Background: an optimization exercise with open tools, aiming at small area, a short achievable clock period and few clock cycles. Do not read the settings as production practice. Function was checked by simulation only, so behaviour that the tests miss may differ from the original.

==> flow/design.v (excerpt) <==
module sha512_engine (
  input  wire        clk,
  input  wire        rst,           
  input  wire        req_valid,
  input  wire        req_we,
  input  wire [6:0]  req_addr,
  input  wire [63:0] req_wdata,
  output wire        req_ready,
  output reg         rsp_valid,
  output reg  [63:0] rsp_rdata
);
For scale: roughly 4300 flip-flops, about 140 I/O pins, ~0.27 mm2 of cells after synthesis.
==> flow/config.mk <==
export PLATFORM = sky130hd
export DESIGN_NAME = sha512_engine
export DESIGN_NICKNAME = sha512_engine
export VERILOG_FILES = /design/flow/design.v
export SDC_FILE = /design/flow/constraint.sdc
export NUM_CORES = 8
export LEC_CHECK = 0
export CAP_MARGIN = 40
export CORE_MARGIN = 2
export CORE_UTILIZATION = 40
export PLACE_DENSITY = 0.6
export SLEW_MARGIN = 40
export SYNTH_MEMORY_MAX_BITS = 16384
==> flow/constraint.sdc <==
create_clock -name core_clock -period 16.0 [get_ports {clk}]
set_input_delay 3.2000 -clock core_clock [delete_from_list [all_inputs] [get_ports {clk}]]
set_output_delay 3.2000 -clock core_clock [all_outputs]
set_load 0.01 [all_outputs]
standard.sh (not shown) runs the stock make flow with config.mk's settings and CLKGATE_MAP_FILE= SYNTH_SCRIPT=/design/flow/synth_recipe.tcl, a recipe that flattens the netlist after the stock synthesis.
==> flow/flow/run.sh <==
#!/bin/bash
# Own flow: the standard layout (standard.sh), with these changes:
#  - synthesis runs flow/my_synth.tcl: the standard script, except that the combinational
#    two-round module is mapped for speed without adder cells (see my_synth.tcl);
#  - timing repair aims at a setup slack of SETUP_SLACK_MARGIN ns at the design's clock
#    period (constraint.sdc is not changed), and may resize cells to other footprints.
# Each step's full log is in orfs/logs; make's output is in run_make.log here.
set -euo pipefail
W=$(pwd)
F=$W/flow
bash "$W/standard.sh" \
  SYNTH_SCRIPT="$F/my_synth.tcl" SYNTH_HIERARCHICAL=1 ABC_CLOCK_PERIOD_IN_PS=3000 \
  SETUP_SLACK_MARGIN=6 MATCH_CELL_FOOTPRINT=0 \
  finish > "$W/run_make.log" 2>&1
==> flow/flow/abc_fast.script <==
strash
dch
map -D 5000
buffer -c
topo
upsize -c
dnsize -c
==> flow/flow/my_synth.tcl <==
set my_dir [file dirname [file normalize [info script]]]
set my_fast_modules {sha512_pair}

proc synth {args} { yosys synth -nofsm -noshare {*}$args }

proc my_other_modules {} { return {sha512_engine} }

proc extract_fa {args} {
  foreach m [my_other_modules] { yosys extract_fa {*}$args $m }
}

proc abc {args} {
  foreach m [my_other_modules] { yosys abc {*}$args $m }
  set i [lsearch $args -script]
  if {$i >= 0} { lset args [expr {$i + 1}] [file join $::my_dir abc_fast.script] }
  foreach m $::my_fast_modules { yosys abc {*}$args $m }
}

source $::env(SCRIPTS_DIR)/synth.tcl
# left out here: clear keep_hierarchy, flatten, clean up, hide names made inside functions, write 1_2_yosys.v
The starting point ran to the end with violations: antenna rules.
Testbench counts at the start, summed over its fixed seeds: cycles 20,498.
Rerun with:
--- a/flow/flow/run.sh
+++ b/flow/flow/run.sh
@@ -11,4 +11,4 @@
 bash "$W/standard.sh" \
   SYNTH_SCRIPT="$F/my_synth.tcl" SYNTH_HIERARCHICAL=1 ABC_CLOCK_PERIOD_IN_PS=3000 \
-  SETUP_SLACK_MARGIN=6 MATCH_CELL_FOOTPRINT=0 \
+  SETUP_SLACK_MARGIN=7 MATCH_CELL_FOOTPRINT=0 \
   finish > "$W/run_make.log" 2>&1
This time the run finished clean.
Register-to-register slack gets better by 1.0 ns.
Clock-buffer cell count falls by 33.
Via count is higher by 2.6%.
Fmax goes up by about 10%.
Cell area grows by about 6%.
Routed wire length is higher by 9.6%.
Worst hold slack is worse by 0.022 ns.
Utilization increases by 2.9 points.

sha512_engine again, from the RTL that the note above started with.
export LEC_CHECK = 0
export CAP_MARGIN = 40
export CORE_MARGIN = 2
export CORE_UTILIZATION = 40
export CTS_BUF_LIST = sky130_fd_sc_hd__clkbuf_8
export PLACE_DENSITY = 0.6
export SLEW_MARGIN = 40
export SYNTH_MEMORY_MAX_BITS = 16384
create_clock -name core_clock -period 16.0 [get_ports {clk}]
==> flow/flow/run.sh <==
#!/bin/bash
# Own flow: the standard layout (standard.sh), with these changes:
#  - synthesis runs flow/my_synth.tcl: the standard script, except that the combinational
#    two-round module is mapped for speed without adder cells (see my_synth.tcl);
#  - timing repair aims at a setup slack of SETUP_SLACK_MARGIN ns at the design's clock
#    period (constraint.sdc is not changed), and may resize cells to other footprints.
# Each step's full log is in orfs/logs; make's output is in run_make.log here.
set -euo pipefail
W=$(pwd)
F=$W/flow
bash "$W/standard.sh" \
  SYNTH_SCRIPT="$F/my_synth.tcl" SYNTH_HIERARCHICAL=1 ABC_CLOCK_PERIOD_IN_PS=3000 \
  SETUP_SLACK_MARGIN=9 MATCH_CELL_FOOTPRINT=0 \
  finish > "$W/run_make.log" 2>&1
==> flow/flow/abc_fast.script <==
strash
dch
map -D 4500
buffer -c
topo
upsize -c
dnsize -c
Scripts as last shown in full above: flow/flow/my_synth.tcl
The first run finished with timing, DRC and antenna clean.
Testbench counts at the start, summed over its fixed seeds: cycles 20,498.
Change:
--- a/flow/flow/run.sh
+++ b/flow/flow/run.sh
@@ -13 +13 @@
-  SETUP_SLACK_MARGIN=9 MATCH_CELL_FOOTPRINT=0 \
+  SETUP_SLACK_MARGIN=6.5 MATCH_CELL_FOOTPRINT=0 \
==> flow/flow/abc_fast.script (replaced) <==
strash
dch
map -D 5500
buffer -c
topo
upsize -c
dnsize -c
- CTS_BUF_LIST: sky130_fd_sc_hd__clkbuf_8 -> unset
What happened: The changed run went through all stages and came out clean. Via count decreases by 17%. Setup slack got worse by 0.85 ns. Sequential cell count stays the same. Count of clock-buffer cells in the layout decreases by 175.
Change:
==> flow/run.sh (new file) <==
#!/bin/bash
# synth_recipe.tcl (not shown) runs the flow's synth.tcl, then flattens the netlist and writes it again
# the make line also repeats each setting of config.mk as NAME=value (left out here)
make -C /OpenROAD-flow-scripts/flow DESIGN_CONFIG=/design/flow/config.mk WORK_HOME=/design/flow/orfs CLKGATE_MAP_FILE= SYNTH_SCRIPT=/design/flow/synth_recipe.tcl finish
- ABC_CLOCK_PERIOD_IN_PS: unset -> 3000
- CAP_MARGIN: 40 -> 30
- CORE_UTILIZATION: 40 -> 45
- PLACE_DENSITY: 0.6 -> 0.65
- SETUP_SLACK_MARGIN: unset -> 5
- SLEW_MARGIN: 40 -> 30
removed: flow/flow/run.sh
removed: flow/flow/abc_fast.script
removed: flow/flow/my_synth.tcl
removed: flow/standard.sh
=> Critical path depth fell by 1; final area fell by 11%; fmax fell by 15%; setup slack is worse by 1.7 ns; worst hold slack is better by 0.074 ns; wire length fell by 23%; cell count fell by about 24%.
Change:
==> flow/flow/run.sh (new file) <==
#!/bin/bash
# Own flow: the standard layout (standard.sh), with these changes:
#  - synthesis runs flow/my_synth.tcl: the standard script, except that the combinational
#    two-round module is mapped for speed without adder cells (see my_synth.tcl);
#  - timing repair aims at a setup slack of SETUP_SLACK_MARGIN ns at the design's clock
#    period (constraint.sdc is not changed), and may resize cells to other footprints.
# Each step's full log is in orfs/logs; make's output is in run_make.log here.
set -euo pipefail
W=$(pwd)
F=$W/flow
bash "$W/standard.sh" \
  SYNTH_SCRIPT="$F/my_synth.tcl" SYNTH_HIERARCHICAL=1 ABC_CLOCK_PERIOD_IN_PS=3000 \
  SETUP_SLACK_MARGIN=9 MATCH_CELL_FOOTPRINT=0 \
  finish > "$W/run_make.log" 2>&1
==> flow/flow/abc_fast.script (new file) <==
strash
dch
map -D 5000
buffer -c
topo
upsize -c
dnsize -c
==> flow/flow/my_synth.tcl (new file) <==
set my_dir [file dirname [file normalize [info script]]]
set my_fast_modules {sha512_pair}

proc synth {args} { yosys synth -nofsm -noshare {*}$args }

proc my_other_modules {} { return {sha512_engine} }

proc extract_fa {args} {
  foreach m [my_other_modules] { yosys extract_fa {*}$args $m }
}

proc abc {args} {
  foreach m [my_other_modules] { yosys abc {*}$args $m }
  set i [lsearch $args -script]
  if {$i >= 0} { lset args [expr {$i + 1}] [file join $::my_dir abc_fast.script] }
  foreach m $::my_fast_modules { yosys abc {*}$args $m }
}

source $::env(SCRIPTS_DIR)/synth.tcl
# left out here: clear keep_hierarchy, flatten, clean up, hide names made inside functions, write 1_2_yosys.v
==> flow/standard.sh (new file) <==
#!/bin/bash
# synth_recipe.tcl (not shown) runs the flow's synth.tcl, then flattens the netlist and writes it again
# the make line also repeats each setting of config.mk as NAME=value (left out here)
make -C /OpenROAD-flow-scripts/flow DESIGN_CONFIG=/design/flow/config.mk WORK_HOME=/design/flow/orfs CLKGATE_MAP_FILE= SYNTH_SCRIPT=/design/flow/synth_recipe.tcl "${@:-finish}"
- ABC_CLOCK_PERIOD_IN_PS: 3000 -> unset
- CAP_MARGIN: 30 -> 40
- CORE_UTILIZATION: 45 -> 40
- PLACE_DENSITY: 0.65 -> 0.6
- SETUP_SLACK_MARGIN: 5 -> unset
- SLEW_MARGIN: 30 -> 40
removed: flow/run.sh
What happened:
- The new run passed the timing, design-rule and antenna checks
- global-route usage is higher by 4.3 points
- core utilization is higher by 0.70 points
- maximum frequency is higher by 28%
- clock skew is lower by 0.021 ns
- wire length is higher by 35%
- setup slack gains 2.5 ns
- cell area is higher by 24%
- area after synthesis is higher by about 9%
- die area is higher by 22%
- critical path depth is lower by 4

sha512_engine again, from the RTL that the note above started with.
==> flow/config.mk <==
export PLATFORM = sky130hd
export DESIGN_NAME = sha512_engine
export DESIGN_NICKNAME = sha512_engine
export VERILOG_FILES = /design/flow/design.v
export SDC_FILE = /design/flow/constraint.sdc
export NUM_CORES = 8
export LEC_CHECK = 0
export CAP_MARGIN = 40
export CORE_MARGIN = 2
export CORE_UTILIZATION = 40
export PLACE_DENSITY = 0.6
export SLEW_MARGIN = 40
export SYNTH_MEMORY_MAX_BITS = 16384
==> flow/constraint.sdc <==
create_clock -name core_clock -period 16.0 [get_ports {clk}]
set_input_delay 3.2000 -clock core_clock [delete_from_list [all_inputs] [get_ports {clk}]]
set_output_delay 3.2000 -clock core_clock [all_outputs]
set_load 0.01 [all_outputs]
==> flow/flow/run.sh <==
#!/bin/bash
# Own flow: the standard layout (standard.sh), with these changes:
#  - synthesis runs flow/my_synth.tcl: the standard script, except that the combinational
#    two-round module is mapped for speed without adder cells (see my_synth.tcl);
#  - timing repair aims at a setup slack of SETUP_SLACK_MARGIN ns at the design's clock
#    period (constraint.sdc is not changed), and may resize cells to other footprints.
# Each step's full log is in orfs/logs; make's output is in run_make.log here.
set -euo pipefail
W=$(pwd)
F=$W/flow
bash "$W/standard.sh" \
  SYNTH_SCRIPT="$F/my_synth.tcl" SYNTH_HIERARCHICAL=1 ABC_CLOCK_PERIOD_IN_PS=3000 \
  SETUP_SLACK_MARGIN=7 MATCH_CELL_FOOTPRINT=0 \
  finish > "$W/run_make.log" 2>&1
==> flow/flow/abc_fast.script <==
strash
dch
map -D 5500
buffer -c
topo
upsize -c
dnsize -c
==> flow/flow/my_synth.tcl <==
set my_dir [file dirname [file normalize [info script]]]
set my_fast_modules {sha512_pair}

proc synth {args} { yosys synth -nofsm -noshare {*}$args }

proc my_other_modules {} { return {sha512_engine} }

proc extract_fa {args} {
  foreach m [my_other_modules] { yosys extract_fa {*}$args $m }
}

proc abc {args} {
  foreach m [my_other_modules] { yosys abc {*}$args $m }
  set i [lsearch $args -script]
  if {$i >= 0} { lset args [expr {$i + 1}] [file join $::my_dir abc_fast.script] }
  foreach m $::my_fast_modules { yosys abc {*}$args $m }
}

source $::env(SCRIPTS_DIR)/synth.tcl
# left out here: clear keep_hierarchy, flatten, clean up, hide names made inside functions, write 1_2_yosys.v
Testbench counts at the start, summed over its fixed seeds: cycles 20,498.
Next try:
--- a/flow/flow/run.sh
+++ b/flow/flow/run.sh
@@ -11,4 +11,4 @@
 bash "$W/standard.sh" \
   SYNTH_SCRIPT="$F/my_synth.tcl" SYNTH_HIERARCHICAL=1 ABC_CLOCK_PERIOD_IN_PS=3000 \
-  SETUP_SLACK_MARGIN=7 MATCH_CELL_FOOTPRINT=0 \
+  SETUP_SLACK_MARGIN=8 MATCH_CELL_FOOTPRINT=0 \
   finish > "$W/run_make.log" 2>&1
==> flow/flow/abc_fast.script (replaced) <==
strash
dch
map -D 5000
buffer -c
topo
upsize -c
dnsize -c
Outcome:
- die area is higher by 1.3%
- cell count is higher by 3.6%
- hold slack gains 27 ps
- clock-buffer cell count is lower by 35
- design area is higher by 6.9%
Next try:
==> flow/flow/abc_fast.script (replaced) <==
strash
dch
map -D 5500
buffer -c
topo
upsize -c
dnsize -c
What happened: The new run ran to the end with no violations. Maximum frequency drops by 5.9%. Clock-buffer cell count grows by 17. Core utilization falls by 2.4 points.

## port drivers added, routing unchanged
The flow's constraints put no driver on any port. The routed layouts listed below were extracted and timed again, unchanged, in two steps. Step 1: set_driving_cell puts a clkbuf_16 on clk and a buf_2 on each other input, an assumption about the parent block. Step 2 moves the port delays by t, midway between the first and last clock arrival at a register: inputs arrive t later, outputs are due t later. That takes back most of the time a late clock gives input paths. Slacks: no drivers / after step 1 / after step 2; pairs: no drivers / after step 1.
run | t (ns) | slack for setup (ns) | hold slack, ns | slew at the worst register clock pin (ns)
the first run of note 1 | 1.256 | 5.723 / 5.723 / 5.010 | 0.379 / 0.379 / 0.379 | 0.08 / 0.08
the second run of note 1 | 1.267 | 6.698 / 6.729 / 5.551 | 0.357 / 0.357 / 0.357 | 0.08 / 0.08
the first run of note 2 | 1.646 | 7.023 / 7.023 / 7.023 | 0.372 / 0.372 / 0.372 | 0.10 / 0.10
the second run of note 2 | 1.260 | 6.169 / 6.169 / 5.135 | 0.323 / 0.323 / 0.323 | 0.08 / 0.08
the third run of note 2 | 1.240 | 4.441 / 4.441 / 4.441 | 0.397 / 0.397 / 0.397 | 0.07 / 0.07
the fourth run of note 2 | 1.297 | 6.937 / 6.937 / 6.937 | 0.366 / 0.366 / 0.366 | 0.08 / 0.08
the first run of note 3 | 1.267 | 6.526 / 6.526 / 5.640 | 0.322 / 0.322 / 0.322 | 0.08 / 0.08
the second run of note 3 | 1.293 | 6.952 / 6.952 / 6.488 | 0.350 / 0.350 / 0.350 | 0.08 / 0.08
the third run of note 3 | 1.288 | 6.383 / 6.383 / 6.344 | 0.320 / 0.320 / 0.320 | 0.09 / 0.09
For the second run of note 1, which loses most, drivers alone change the setup slack by +0.031 ns; drivers and shift together by -1.147 ns.
